Context: an optimization exercise on an open-source flow, tuned for small area, a short achievable clock period and few clock cycles per item. The choices shown serve that exercise and are no tape-out recipe.
The RTL of this run was laid out without a check of its function.
Power figures rest on the tool's default switching activity, not on a simulated workload.

==> flow/run.sh <==
#!/bin/bash
# Standard ORFS layout with fast port buffers and free cell resizing:
#  - ports are buffered with buf_2 instead of the default delay-buffer cell
#  - the resizer may swap a cell for any cell of the same function
#    (MATCH_CELL_FOOTPRINT=0), not only same-footprint ones.
set -euo pipefail
bash standard.sh MATCH_CELL_FOOTPRINT=0 \
  "BUFFER_PORTS_ARGS=-buffer_cell sky130_fd_sc_hd__buf_2" \
  finish > standard.log 2>&1
==> config.mk <==
export PLATFORM = sky130hd
export DESIGN_NAME = can_frame_parser
export DESIGN_NICKNAME = can_frame_parser
export VERILOG_FILES = /design/flow/design.v
export SDC_FILE = /design/flow/constraint.sdc
export NUM_CORES = 4
export LEC_CHECK = 0
export CAP_MARGIN = 20
export CORE_MARGIN = 2
export CORE_UTILIZATION = 30
export PLACE_DENSITY = 0.6
export SETUP_SLACK_MARGIN = 2.5
export SLEW_MARGIN = 20
==> design.v <==
module can_frame_parser (
    input  wire        clk,
    input  wire        rst,
    input  wire        in_valid,
    output wire        in_ready,
    input  wire [10:0] in_id,
    input  wire [3:0]  in_dlc,
    input  wire [63:0] in_data,
    output wire        rd_valid,
    input  wire        rd_ready,
    output wire        rd_last,
    output reg  [7:0]  rd_field,
    output reg  [1:0]  rd_kind,
    output wire [16:0] rd_raw,
    output reg  [1:0]  rd_scale,
    output wire [55:0] rd_text,
    output wire [2:0]  rd_textlen,
    output wire        tx_valid,
    output wire [10:0] tx_id,
    output wire [3:0]  tx_dlc,
    output wire [63:0] tx_data,
    output wire        done,
    output reg  [5:0]  fault_bits,
    output wire [15:0] fault_count
);
    localparam [1:0] SEL_IDLE = 2'd0, SEL_A = 2'd1, SEL_B = 2'd2, SEL_C = 2'd3;
    localparam [1:0] K_NUM = 2'd0, K_ONOFF = 2'd1, K_LABEL = 2'd2, K_TEXT = 2'd3;
    localparam [4:0] C_NONE = 5'd0,  C_DLC = 5'd1,  C_SHORT = 5'd2, C_282 = 5'd3,
                     C_381 = 5'd4,   C_382 = 5'd5,  C_481 = 5'd6,   C_PRA = 5'd7,
                     C_PRB = 5'd8,   C_PRC = 5'd9,  C_BAND = 5'd10, C_CONT = 5'd11,
                     C_OS0 = 5'd16;   
    localparam [4:0] P_NONE = 5'd0, P_282 = 5'd1, P_381 = 5'd2, P_382 = 5'd3,
                     P_481 = 5'd4, P_A1 = 5'd6, P_A3 = 5'd7,
                     P_B1 = 5'd8, P_C2 = 5'd9, P_C4 = 5'd10, P_C5 = 5'd11,
                     P_C6 = 5'd12, P_C8 = 5'd13, P_C9 = 5'd14, P_C14 = 5'd15,
                     P_OS0 = 5'd16;   
    reg [1:0]  sel;
    reg [3:0]  line;           
    reg        upload;
    reg        carry_valid;
    reg [7:0]  carry_byte;     
    reg [15:0] fc;
    assign fault_count = fc;
    reg        em;             
    reg        nem;            
    reg        zd;             
    reg        eml;            
    reg [2:0]  idx;            
    reg [4:0]  plan;
    reg        skip1;          
    reg        txp;            
    reg [1:0]  tx_code;
    reg        cst;            
    reg [2:0]  tlen;
    reg [55:0] dat;            
    wire [7:0] d1 = dat[7:0],   d2 = dat[15:8],  d3 = dat[23:16], d4 = dat[31:24];
    wire [7:0] d5 = dat[39:32], d6 = dat[47:40], d7 = dat[55:48];
    wire [7:0] i0 = in_data[7:0], i1 = in_data[15:8], i2 = in_data[23:16], i3 = in_data[31:24];
    wire       st_id = (in_id == 11'h1c1);
    reg  [4:0] in_cls;
    always @* begin
        in_cls = C_NONE;
        if (in_dlc > 4'd8)
            in_cls = C_DLC;
        else if (in_id == 11'h282)
            in_cls = (in_dlc < 4'd3) ? C_SHORT : C_282;
        else if (in_id == 11'h381)
            in_cls = (in_dlc < 4'd6) ? C_SHORT : C_381;
        else if (in_id == 11'h382)
            in_cls = (in_dlc < 4'd3) ? C_SHORT : C_382;
        else if (in_id == 11'h481)
            in_cls = (in_dlc < 4'd7) ? C_SHORT : C_481;
        else if (in_id == 11'h1c1 || in_id == 11'h1c2 || in_id == 11'h1c3) begin
            if (in_dlc >= 4'd3 && i0 == 8'h41 && i1 == 8'h3f && i2 == 8'h50)
                in_cls = C_PRA;
            else if (in_dlc >= 4'd3 && i0 == 8'h41 && i1 == 8'h0f && i2 == 8'h34)
                in_cls = C_PRB;
            else if (in_dlc >= 4'd3 && i0 == 8'h41 && i1 == 8'h1d && i2 == 8'h50)
                in_cls = C_PRC;
            else if (in_dlc >= 4'd1 && i0[7:4] == 4'h4) begin
                if (in_dlc >= 4'd4 && i0 == 8'h43 && i1 == 8'h30 && i2 == 8'h20 && i3 == 8'h01)
                    in_cls = (in_dlc < 4'd6) ? C_SHORT : C_OS0 + 5'd3;
                else if (in_dlc >= 4'd4 && i0 == 8'h43 && i1 == 8'h30 && i2 == 8'h20 && i3 == 8'h02)
                    in_cls = (in_dlc < 4'd6) ? C_SHORT : C_OS0 + 5'd4;
                else if (in_dlc >= 4'd3 && i0 == 8'h4B && i1 == 8'h10 && i2 == 8'h20)
                    in_cls = (in_dlc < 4'd6) ? C_SHORT : C_OS0 + 5'd0;
                else if (in_dlc >= 4'd3 && i0 == 8'h4B && i1 == 8'h11 && i2 == 8'h20)
                    in_cls = (in_dlc < 4'd6) ? C_SHORT : C_OS0 + 5'd1;
                else if (in_dlc >= 4'd3 && i0 == 8'h43 && i1 == 8'h20 && i2 == 8'h20)
                    in_cls = (in_dlc < 4'd6) ? C_SHORT : C_OS0 + 5'd2;
                else if (in_dlc >= 4'd3 && i0 == 8'h4F && i1 == 8'h40 && i2 == 8'h20)
                    in_cls = (in_dlc < 4'd5) ? C_SHORT : C_OS0 + 5'd5;
                else
                    in_cls = C_BAND;
            end else if (in_dlc >= 4'd1 && (i0 == 8'h00 || i0 == 8'h10))
                in_cls = C_CONT;
        end
    end
    wire dge2 = in_dlc >= 4'd2, dge4 = in_dlc >= 4'd4, dge6 = in_dlc >= 4'd6, dge8 = in_dlc >= 4'd8;
    reg [4:0] n_plan;
    reg       hard;
    reg [5:0] fbits;
    reg       n_tx;
    reg [1:0] n_code;       
    reg [1:0] n_sel;
    reg [3:0] n_line;
    reg       n_upload;
    reg       n_cv;
    reg       n_cst;
    always @* begin
        n_plan   = P_NONE;
        hard     = 1'b0;
        fbits    = 6'd0;
        n_tx     = 1'b0;
        n_code   = 2'd0;
        n_sel    = sel;
        n_line   = line;
        n_upload = upload;
        n_cv     = carry_valid;
        n_cst    = 1'b0;
        case (in_cls)
            C_DLC:   begin hard = 1'b1; fbits[1] = 1'b1; end
            C_SHORT: begin hard = 1'b1; fbits[0] = 1'b1; end
            C_282:   n_plan = P_282;
            C_381:   n_plan = P_381;
            C_382:   n_plan = P_382;
            C_481:   begin
                n_plan   = P_481;
                fbits[2] = i0 > 8'h0F;
                fbits[3] = i1 > 8'h1F;
            end
            C_PRA, C_PRB, C_PRC: begin
                n_sel    = (in_cls == C_PRA) ? SEL_A : (in_cls == C_PRB) ? SEL_B : SEL_C;
                n_line   = 4'd1;
                n_cv     = 1'b0;
                n_upload = 1'b0;
                if (st_id && in_cls == C_PRC) begin
                    n_upload = 1'b1;
                    n_tx     = 1'b1;
                end
            end
            C_CONT: begin
                if (sel != SEL_IDLE && line != 4'd15) n_line = line + 4'd1;
                case (sel)
                    SEL_A: begin
                        if (line == 4'd1) begin
                            if (!dge8) begin hard = 1'b1; fbits[0] = 1'b1; end
                            else n_plan = P_A1;
                        end else if (line == 4'd3) begin
                            if (!dge2) begin hard = 1'b1; fbits[0] = 1'b1; end
                            else n_plan = P_A3;
                        end
                    end
                    SEL_B: if (line == 4'd1) n_plan = P_B1;
                    SEL_C: begin
                        case (line)
                            4'd2: if (!dge6) begin hard = 1'b1; fbits[0] = 1'b1; end
                                  else n_plan = P_C2;
                            4'd4: if (!dge8) begin hard = 1'b1; fbits[0] = 1'b1; end
                                  else n_plan = P_C4;
                            4'd5: if (!dge8) begin hard = 1'b1; fbits[0] = 1'b1; end
                                  else begin
                                      n_plan = P_C5; fbits[4] = carry_valid;
                                      n_cv = 1'b1; n_cst = 1'b1;
                                  end
                            4'd6: if (!dge8) begin hard = 1'b1; fbits[0] = 1'b1; end
                                  else begin
                                      n_plan = P_C6; fbits[5] = !carry_valid;
                                      n_cv = 1'b0;
                                  end
                            4'd7: if (!dge8) begin hard = 1'b1; fbits[0] = 1'b1; end
                                  else begin
                                      fbits[4] = carry_valid;
                                      n_cv = 1'b1; n_cst = 1'b1;
                                  end
                            4'd8: if (!dge8) begin hard = 1'b1; fbits[0] = 1'b1; end
                                  else begin
                                      n_plan = P_C8; fbits[5] = !carry_valid;
                                      n_cv = 1'b1; n_cst = 1'b1;
                                  end
                            4'd9: if (!dge4) begin hard = 1'b1; fbits[0] = 1'b1; end
                                  else begin
                                      n_plan = P_C9; fbits[5] = !carry_valid;
                                      n_cv = 1'b0;
                                  end
                            4'd14: if (!dge4) begin hard = 1'b1; fbits[0] = 1'b1; end
                                  else n_plan = P_C14;
                            default: ;
                        endcase
                    end
                    default: ;
                endcase
                if (st_id && upload) begin
                    n_tx   = 1'b1;
                    n_code = i0[4] ? 2'd2 : 2'd1;
                end
            end
            default: begin
                if (in_cls == C_BAND || in_cls[4]) begin
                    n_sel  = SEL_IDLE;
                    n_line = 4'd0;
                    n_cv   = 1'b0;
                end
                if (in_cls[4]) n_plan = P_OS0 + {2'd0, in_cls[2:0]};
                if (st_id) n_upload = 1'b0;
            end
        endcase
    end
    reg [4:0] f_plan;
    reg [2:0] n_idx;
    reg       n_skip1;
    reg       n_last;
    always @* begin
        f_plan  = hard ? P_NONE : n_plan;
        n_idx   = 3'd0;
        n_skip1 = 1'b0;
        n_last  = 1'b0;
        case (f_plan)
            P_481: begin
                n_skip1 = fbits[3];
                if (fbits[2]) n_idx = fbits[3] ? 3'd2 : 3'd1;
            end
            P_C6: if (!carry_valid) n_idx = 3'd1;
            P_C8, P_C9: if (!carry_valid) begin n_idx = 3'd1; n_last = 1'b1; end
            P_382, P_A3, P_B1, P_C14: n_last = 1'b1;
            default: if (f_plan[4]) n_last = 1'b1;
        endcase
    end
    function [2:0] lastslot(input [4:0] p);
        case (p)
            P_282, P_A1, P_C2, P_C4, P_C8, P_C9: lastslot = 3'd1;
            P_381, P_C5:                         lastslot = 3'd2;
            P_481:                               lastslot = 3'd5;
            P_C6:                                lastslot = 3'd4;
            default:                             lastslot = 3'd0;
        endcase
    endfunction
    reg [2:0] n_tlen;
    integer j;
    always @* begin
        n_tlen = 3'd0;
        for (j = 1; j < 8; j = j + 1)
            if (in_data[8*j +: 8] != 8'd0 && j < in_dlc) n_tlen = j[2:0];
    end
    assign rd_valid = em;
    assign rd_last  = eml;
    assign done     = zd || (eml && rd_ready);
    assign in_ready = nem || (eml && rd_ready);
    wire   take     = in_valid && in_ready && !rst;
    wire [2:0] idx_nx = (idx == 3'd0 && skip1) ? 3'd2 : idx + 3'd1;
    localparam [1:0] H_NEXT = 2'd0, H_CB = 2'd1, H_ZERO = 2'd2, H_SEXT = 2'd3;
    function [18:0] desc(input [4:0] plan, input [2:0] idx);
        reg [2:0] k;
        reg [1:0] hm;
        reg       sgn;      
        reg       bitm;     
        reg [7:0] fbase;
        reg [1:0] kd, sc;
    begin
        k     = 3'd1;
        hm    = H_NEXT;
        sgn   = 1'b0;
        bitm  = 1'b0;
        fbase = 8'd0;
        kd  = K_NUM;
        sc = 2'd0;
        case (plan)
            P_282: begin
                fbase = 8'h01;
                if (idx[0]) begin k = 3'd1; sgn = 1'b1; sc = 2'd2; end
                else begin k = 3'd7; hm = H_ZERO; end
            end
            P_381: begin
                fbase = 8'h03; sgn = 1'b1; sc = 2'd2;
                k = (idx == 3'd0) ? 3'd7 : (idx == 3'd1) ? 3'd2 : 3'd4;
            end
            P_382: begin fbase = 8'h06; k = 3'd1; sgn = 1'b1; sc = 2'd2; end
            P_481: begin
                fbase = 8'h07; hm = H_ZERO;
                case (idx)
                    3'd0: begin k = 3'd7; kd = K_LABEL; end
                    3'd1: begin k = 3'd1; kd = K_LABEL; end
                    3'd2: begin k = 3'd5; kd = K_ONOFF; bitm = 1'b1; end
                    3'd3: begin k = 3'd2; kd = K_ONOFF; bitm = 1'b1; end
                    3'd4: begin k = 3'd3; kd = K_ONOFF; bitm = 1'b1; end
                    default: begin k = 3'd6; kd = K_ONOFF; bitm = 1'b1; end
                endcase
            end
            P_A1: begin
                fbase = 8'h10;
                if (idx[0]) begin k = 3'd6; sgn = 1'b1; sc = 2'd2; end
                else begin k = 3'd5; hm = H_ZERO; sc = 2'd1; end
            end
            P_A3: begin fbase = 8'h12; k = 3'd1; hm = H_SEXT; end
            P_B1: begin fbase = 8'h18; kd = K_TEXT; end
            P_C2: begin fbase = 8'h20; sgn = 1'b1; sc = 2'd2; k = idx[0] ? 3'd4 : 3'd2; end
            P_C4: begin fbase = 8'h22; sgn = 1'b1; sc = 2'd2; k = idx[0] ? 3'd4 : 3'd6; end
            P_C5: begin
                fbase = 8'h24; sgn = 1'b1; sc = 2'd2;
                k = (idx == 3'd0) ? 3'd1 : (idx == 3'd1) ? 3'd3 : 3'd5;
            end
            P_C6: begin
                fbase = 8'h27;
                case (idx)
                    3'd0: begin k = 3'd1; hm = H_CB; sgn = 1'b1; sc = 2'd2; end
                    3'd1: begin k = 3'd2; end
                    3'd2: begin k = 3'd4; sc = 2'd1; end
                    3'd3: begin k = 3'd6; hm = H_ZERO; end
                    default: begin k = 3'd7; hm = H_ZERO; end
                endcase
            end
            P_C8: begin
                fbase = 8'h2C;
                if (idx[0]) begin k = 3'd2; sc = 2'd2; end
                else begin k = 3'd1; hm = H_CB; sc = 2'd1; end
            end
            P_C9: begin
                fbase = 8'h2E; sc = 2'd3;
                if (idx[0]) k = 3'd2;
                else begin k = 3'd1; hm = H_CB; end
            end
            P_C14: begin fbase = 8'h30; k = 3'd2; sgn = 1'b1; sc = 2'd2; end
            default: if (plan[4]) begin
                fbase = {5'b10000, plan[2:0]};
                k = 3'd4;
                case (plan[2:0])
                    3'd0, 3'd1: begin sgn = 1'b1; sc = 2'd2; end
                    3'd5:       hm = H_ZERO;
                    default:    ;
                endcase
            end
        endcase
        desc = {fbase + {5'd0, idx}, kd, sc, k, hm, sgn, bitm};
    end
    endfunction
    reg [2:0] r_k;
    reg [1:0] r_hm;
    reg       r_sgn, r_bitm;
    wire [18:0] desc_first = desc(f_plan, n_idx);
    wire [18:0] desc_next  = desc(plan, idx_nx);
    reg [7:0] lo_b, hi_b, lo, hi;
    always @* begin
        case (r_k)
            3'd1: begin lo_b = d1; hi_b = d2; end
            3'd2: begin lo_b = d2; hi_b = d3; end
            3'd3: begin lo_b = d3; hi_b = d4; end
            3'd4: begin lo_b = d4; hi_b = d5; end
            3'd5: begin lo_b = d5; hi_b = d6; end
            3'd6: begin lo_b = d6; hi_b = d7; end
            default: begin lo_b = d7; hi_b = d1; end
        endcase
        lo = r_bitm ? {7'd0, lo_b[0]} : lo_b;
        case (r_hm)
            H_NEXT:  hi = hi_b;
            H_CB:    hi = carry_byte;
            H_ZERO:  hi = 8'd0;
            default: hi = {8{lo[7]}};
        endcase
    end
    assign rd_raw     = {r_sgn & hi[7] | (r_hm == H_SEXT) & lo[7], hi, lo};
    assign rd_text    = dat;
    assign rd_textlen = tlen;
    assign tx_valid = txp;
    assign tx_id    = 11'h241;
    assign tx_dlc   = 4'd8;
    assign tx_data  = {56'd0, 6'b101000, tx_code};
    wire        fault  = fbits != 6'd0;
    wire        single = (in_id == 11'h282) || (in_id == 11'h381) || (in_id == 11'h481);
    wire        is481  = (in_id == 11'h481);
    always @(posedge clk) begin
        if (in_ready) begin
            plan       <= f_plan;
            skip1      <= n_skip1;
            idx        <= n_idx;
            {rd_field, rd_kind, rd_scale, r_k, r_hm, r_sgn, r_bitm} <= desc_first;
            tx_code    <= n_code;
            cst        <= n_cst && !hard;
            tlen       <= n_tlen;
            fault_bits <= fbits;
            dat        <= {single ? i0 : in_data[63:56], in_data[55:25],
                           is481 ? in_data[52] : in_data[24], in_data[23:17],
                           is481 ? in_data[41] : in_data[16], in_data[15:8]};
        end else if (rd_ready) begin
            idx  <= idx_nx;
            {rd_field, rd_kind, rd_scale, r_k, r_hm, r_sgn, r_bitm} <= desc_next;
        end
        if (done && cst) carry_byte <= d7;
        if (rst) begin
            em          <= 1'b0;
            nem         <= 1'b1;
            zd          <= 1'b0;
            eml         <= 1'b0;
            txp         <= 1'b0;
            sel         <= SEL_IDLE;
            line        <= 4'd0;
            upload      <= 1'b0;
            carry_valid <= 1'b0;
            fc          <= 16'd0;
        end else begin
            if (in_ready) begin
                em  <= in_valid && (f_plan != P_NONE);
                nem <= !(in_valid && (f_plan != P_NONE));
                zd  <= in_valid && (f_plan == P_NONE);
                eml <= in_valid && (f_plan != P_NONE) && n_last;
            end else if (rd_ready) begin
                eml <= (idx_nx == lastslot(plan));
            end
            txp <= take && n_tx && !hard;
            if (take) begin
                if (fault && ~&fc) fc <= fc + 16'd1;
                if (!hard) begin
                    sel         <= n_sel;
                    line        <= n_line;
                    upload      <= n_upload;
                    carry_valid <= n_cv;
                end
            end
        end
    end
endmodule
==> standard.sh <==
#!/bin/bash
# synth_recipe.tcl (not shown) runs the flow's synth.tcl, then flattens the netlist and writes it again
# the make line also repeats each setting of config.mk as NAME=value (left out here)
make -C /OpenROAD-flow-scripts/flow DESIGN_CONFIG=/design/flow/config.mk WORK_HOME=/design/flow/orfs CLKGATE_MAP_FILE= SYNTH_SCRIPT=/design/flow/synth_recipe.tcl "${@:-finish}"
==> constraint.sdc <==
create_clock -name core_clock -period 6.0 [get_ports {clk}]
set_input_delay 1.2000 -clock core_clock [delete_from_list [all_inputs] [get_ports {clk}]]
set_output_delay 1.2000 -clock core_clock [all_outputs]
set_load 0.01 [all_outputs]
==> run summary <==
## flip-flops by register name (all words and copies together), names as in the netlist, 2 cells and up, named ones only
name / count
dat: 56
fc: 16
carry_byte: 8
rd_field: 8
fault_bits: 6
plan: 5
line: 4
idx: 3
r_k: 3
tlen: 3
r_hm: 2
rd_kind: 2
rd_scale: 2
sel: 2
tx_code: 2
## tightest hold or removal path: stages, from the launching register on
cell and delay, ps:
sky130_fd_sc_hd__dfxtp_1 310, sky130_fd_sc_hd__nand2_1 70, sky130_fd_sc_hd__a21oi_2 50
## power breakdown
group | switching, mW | internal (mW)
clock network | 0.467 | 0.660
logic | 0.166 | 0.104
registers | 0.0310 | 1.03
total | 0.664 | 1.80
## layer usage
layer  share of wire (%)  vias up  GRT usage (%)
li1                    -     5173              -
met1                  39     5505          28.72
met2                  47      724          37.84
met3                 9.5      132          4.553
met4                 4.1        4          8.314
met5               0.074        -              0
## timing repair
action                                 4_1_cts  5_1_grt
endpoints found under the hold margin        0        0
hold buffers                                 0        0
gates cloned                                 6        1
pin swaps                                   52       33
buffers inserted                            90       41
setup endpoints to repair                   76       75
resized for setup                          156      124
## cells in the mapped netlist, types with 5 or more instances
library cell,count,area (um2)
sky130_fd_sc_hd__nor2_1,131,491.7
sky130_fd_sc_hd__nand2_1,110,412.9
sky130_fd_sc_hd__edfxtp_1,104,3123
sky130_fd_sc_hd__a21oi_1,95,475.5
sky130_fd_sc_hd__o21ai_0,92,460.4
sky130_fd_sc_hd__buf_4,77,578.1
sky130_fd_sc_hd__clkbuf_1,44,165.2
sky130_fd_sc_hd__nand3_1,40,200.2
sky130_fd_sc_hd__nor3_1,39,195.2
sky130_fd_sc_hd__inv_1,36,135.1
sky130_fd_sc_hd__dfxtp_1,32,640.6
sky130_fd_sc_hd__nor4_1,31,193.9
sky130_fd_sc_hd__ha_1,25,312.8
sky130_fd_sc_hd__nand4_1,24,150.1
sky130_fd_sc_hd__a31oi_1,19,118.9
sky130_fd_sc_hd__xor2_1,16,140.1
sky130_fd_sc_hd__nand2b_1,15,93.84
sky130_fd_sc_hd__mux2i_1,14,140.1
sky130_fd_sc_hd__mux4_2,13,292.8
sky130_fd_sc_hd__or4_1,13,97.59
sky130_fd_sc_hd__mux2_2,12,135.1
sky130_fd_sc_hd__o21a_1,12,90.09
sky130_fd_sc_hd__a21o_1,11,82.58
sky130_fd_sc_hd__or3_1,11,68.82
sky130_fd_sc_hd__buf_1,10,37.54
sky130_fd_sc_hd__nor2b_1,10,62.56
sky130_fd_sc_hd__and3_1,9,56.30
sky130_fd_sc_hd__nand3b_1,9,67.56
sky130_fd_sc_hd__o211ai_1,9,67.56
sky130_fd_sc_hd__or2_2,9,56.30
sky130_fd_sc_hd__and2_1,8,50.05
sky130_fd_sc_hd__o22ai_1,8,50.05
sky130_fd_sc_hd__a211oi_1,7,52.55
sky130_fd_sc_hd__o31ai_1,7,52.55
sky130_fd_sc_hd__nor3b_1,6,45.04
sky130_fd_sc_hd__xnor2_1,6,52.55
sky130_fd_sc_hd__o41ai_1,5,43.79
## cells in the final DEF (no fill, tap or decap), types with 11 or more instances in the layout
master                      synthesis  routed
sky130_fd_sc_hd__nor3_1            39      26
sky130_fd_sc_hd__buf_4             77     140
sky130_fd_sc_hd__nor3_2             1      11
sky130_fd_sc_hd__a21oi_2            1      24
sky130_fd_sc_hd__edfxtp_1         104     104
sky130_fd_sc_hd__mux2i_1           14      13
sky130_fd_sc_hd__nand4_1           24      24
sky130_fd_sc_hd__a21oi_1           95      67
sky130_fd_sc_hd__nand2_2            1      11
sky130_fd_sc_hd__nor2_2             0      13
sky130_fd_sc_hd__nand2b_1          15      12
sky130_fd_sc_hd__o21ai_0           92      72
sky130_fd_sc_hd__buf_2              2     194
sky130_fd_sc_hd__clkbuf_16          0      22
sky130_fd_sc_hd__nor2_1           131     109
sky130_fd_sc_hd__nor4_1            31      22
sky130_fd_sc_hd__buf_6              1      36
sky130_fd_sc_hd__xor2_1            16      15
sky130_fd_sc_hd__mux4_2            13      13
sky130_fd_sc_hd__ha_1              25      14
sky130_fd_sc_hd__a31oi_1           19      17
sky130_fd_sc_hd__o21ai_1            2      12
sky130_fd_sc_hd__nand3_1           40      32
sky130_fd_sc_hd__dfxtp_1           32      32
sky130_fd_sc_hd__nand2_1          110      93
sky130_fd_sc_hd__inv_1             36      25
sky130_fd_sc_hd__o21a_1            12      11
sky130_fd_sc_hd__mux2_2            12      11
sky130_fd_sc_hd__conb_1             2      78
## area by class of cell
type | count | area, um2 | area share [%]
Antenna cell | 3 | 7.507 | 0.04941
Clock buffer | 19 | 432.9 | 2.849
Clock inverter | 13 | 167.7 | 1.103
Inverter | 38 | 165.2 | 1.087
Multi-Input combinational cell | 999 | 7356 | 48.41
Sequential cell | 136 | 3764 | 24.77
Tap cell | 455 | 569.3 | 3.747
Timing Repair Buffer | 385 | 2733 | 17.98
## through the flow
| stage | instances | power, mW |
|---|---|---|
| global placement | 1875 | 1.313 |
| global route | 2045 | 2.534 |
| CTS | 2003 | 2.446 |
| finish | 2048 | 2.460 |
| detailed placement | 1875 | 1.313 |
| floorplan | 1305 | 1.225 |
## worst min-delay path by stage
stage                     endpoint  slack, ps  startpoint  cells after the start
after floorplan                 zd        440          zd                      2
after global placement          zd        450          zd                      2
after detailed placement        zd        460          zd                      2
after CTS                       zd        470          zd                      2
after global routing            zd        500          zd                      2
final                           zd        470          zd                      2
## logic make-up (layout without fill, tap and decap cells)
kind of cell / Yosys count / in the layout / synth area share [%]
xor gates and xnor gates: 22 / 22 / 1.832
DFF: 136 / 136 / 35.79
buffers and inverters: 172 / 455 / 8.984
other: 2 / 81 / 0.07142
muxes: 39 / 39 / 5.402
adders and majority gates: 30 / 30 / 3.641
AOI/OAI and AO/OA: 337 / 338 / 20.53
and+or+nand+nor: 491 / 492 / 23.75
==> results by group <==
Setup path
  • Cell at the slowest stage of the critical path: sky130_fd_sc_hd__or4_4
  • Class of the most critical setup path: in -> reg
  • CP Launch Point: in_data[4]
  • Worst EP arrival: 5110 ps
  • Total buffers and inverters traversed by the critical path: 2
  • Terminus of the critical flop-to-flop path: rd_field[4]
  • Ordered cell list for the critical path: buf_8, or4b_1, or4_4, o311ai_4, nor3_2, a32o_2, or4_4, a21oi_4, nand3_2, nand4_1, inv_2, a221o_1, ha_2, fa_2, nand3_2, nand2_2, o31a_1
  • Critical-path maximum fanout: 5
  • Critical Path End: rd_field[4]
  • Register-to-register path setup slack: 1650 ps
  • Worst reg2reg path depth: 19
  • Sort of element at the end of the critical path: register
  • Largest stage delay, worst path: 540 ps
  • Critical Path RT: 6190 ps
  • Worst reg2reg path startpoint: line[0]
  • Top delay family on crit path: simple AND/OR/NAND/NOR gates
  • Cell count along the critical path: 17
  • Kind of launch point of the worst setup path: input port

Timing
  • Setup-failing EPs final: 0
  • Timing-limited maximum frequency: 203.3 MHz
  • Final setup TNS: 0 ps
  • Worst hold margin: 472.4 ps
  • Worst setup slack after layout: 1082 ps
  • Final setup skew: 18.56 ps
  • Max transition margin: 27.81%
  • Max-slew violation total from the final report: 0
  • Slew at the pin closest to its max-slew limit: 1083 ps
  • Unrepaired setup endpoints after global routing: yes
  • Min Clock Period, post-route: 4918 ps
  • Final hold violations: 0
  • Part of the cycle the worst path needs: 81.97%

Synthesis
  • Area of the mapped netlist: 10520 um2
  • Number of flops mapped to enable cells by yosys: 104
  • Warnings, synthesis: 1
  • Number of standard cells after synthesis: 1229
  • Async set-reset flop share out of synthesis: 0%
  • Most instantiated flip-flop cell in the synthesis netlist: sky130_fd_sc_hd__edfxtp_1
  • Number of flip-flops and latches in the synthesized netlist: 136
  • Sequential cell area fraction in the yosys report: 35.79%
  • Mean cell area of the mapped netlist: 8.556 um2
  • Number of library cell types mapped by synthesis: 94

CTS
  • Number of buffers on the longest clock path: 2
  • Max H-tree Level: 4
  • CTS tree: done
  • Clock-pin slew reported for the worst setup and hold paths after clock tree synthesis: 70 ps
  • Clock insertion delay at the later pin of the skew report: 450 ps
  • CTS Buf Count: 17
  • Cell at the root of the clock tree: sky130_fd_sc_hd__clkbuf_16
  • Total number of clock tree sinks: 136

Global route
  • Vias in the first global route: 10.80k
  • Remaining Overflow, GRT: 0
  • Global-route total usage across every layer: 22.61%
  • Global-route wire length before repair: 63700 um
  • Pin count of the biggest net entering global routing: 79
  • Initial antenna violation count: 3

Floorplanning
  • Die X-Extent: 191.2 um
  • Starting utilization of the core area: 30.44%
  • Boundary Pins: 277
  • Row cnt: 68
  • Core Region: 34540 um2
  • Overall die area: 36560 um2
  • Die Height: 191.2 um

Power
  • Total power divided by cell area: 161.9 nW/um2
  • Highest ir drop seen on vdd: 0.2037 mV
  • Leakage power: 6.153 nW

Routing
  • Routed Wire Length: 43440 um
  • DRC: 0
  • Number of routed nets with antenna violations: 0
  • Ratio of routed vias to standard cells: 5.634
  • DRC violation total after the first TritonRoute iteration: 1237
  • WL/cell: 21.21 um
  • Router iterations before antenna repair: 5
  • Via count: 11.54k

Final layout
  • Area growth from synthesis to layout: 44.50%
  • Number of filler cells placed in the layout: 3286
  • Share of layout cells above drive strength 1: 41.57%
  • Design Area, Final: 15190 um2
  • Total number of nets in the final design: 1687
  • Post-layout utilization of the core: 43.99%

Place
  • Final weighted congestion of routability-driven global placement: 0.9712
  • Port bufs: 199
  • Post-DP HPWL: 30910 um
  • Placement Cell Area: 12220 um2
  • Worst slack at placement: 368.6 ps

Run status
  • Result of the run: complete, no violations

Hold path
  • Worst Hold Class: reg -> reg

Job
  • Number of max-cap violations: 0

==> port drivers added, routing unchanged <==
In the flow no input, the clock included, has a driving cell. The finished layout below was timed again as built, in two steps. Step 1, drivers: a clkbuf_16 drives clk and a buf_2 each remaining input, both assumed. Step 2 adds t to the input delays and takes it off the output delays; t is the mean of the earliest and latest rising clock arrival at the registers after step 1. Input paths then give back, and output paths get back, about the clock's delay inside the block. Slacks: ideal ports / drivers / drivers and shift; pairs: ideal ports / drivers.
shift t [ns]: 0.482
setup slack, ns: 1.082 / 1.089 / 0.607
worst hold slack (ns): 0.472 / 0.472 / 0.472
slew at the worst register clock pin (ns): 0.08 / 0.08
cell pins on the clock port's net: 1
After both steps this run still meets setup and hold. The setup slack of this run moves by +0.007 ns with the drivers and by -0.475 ns with both steps.
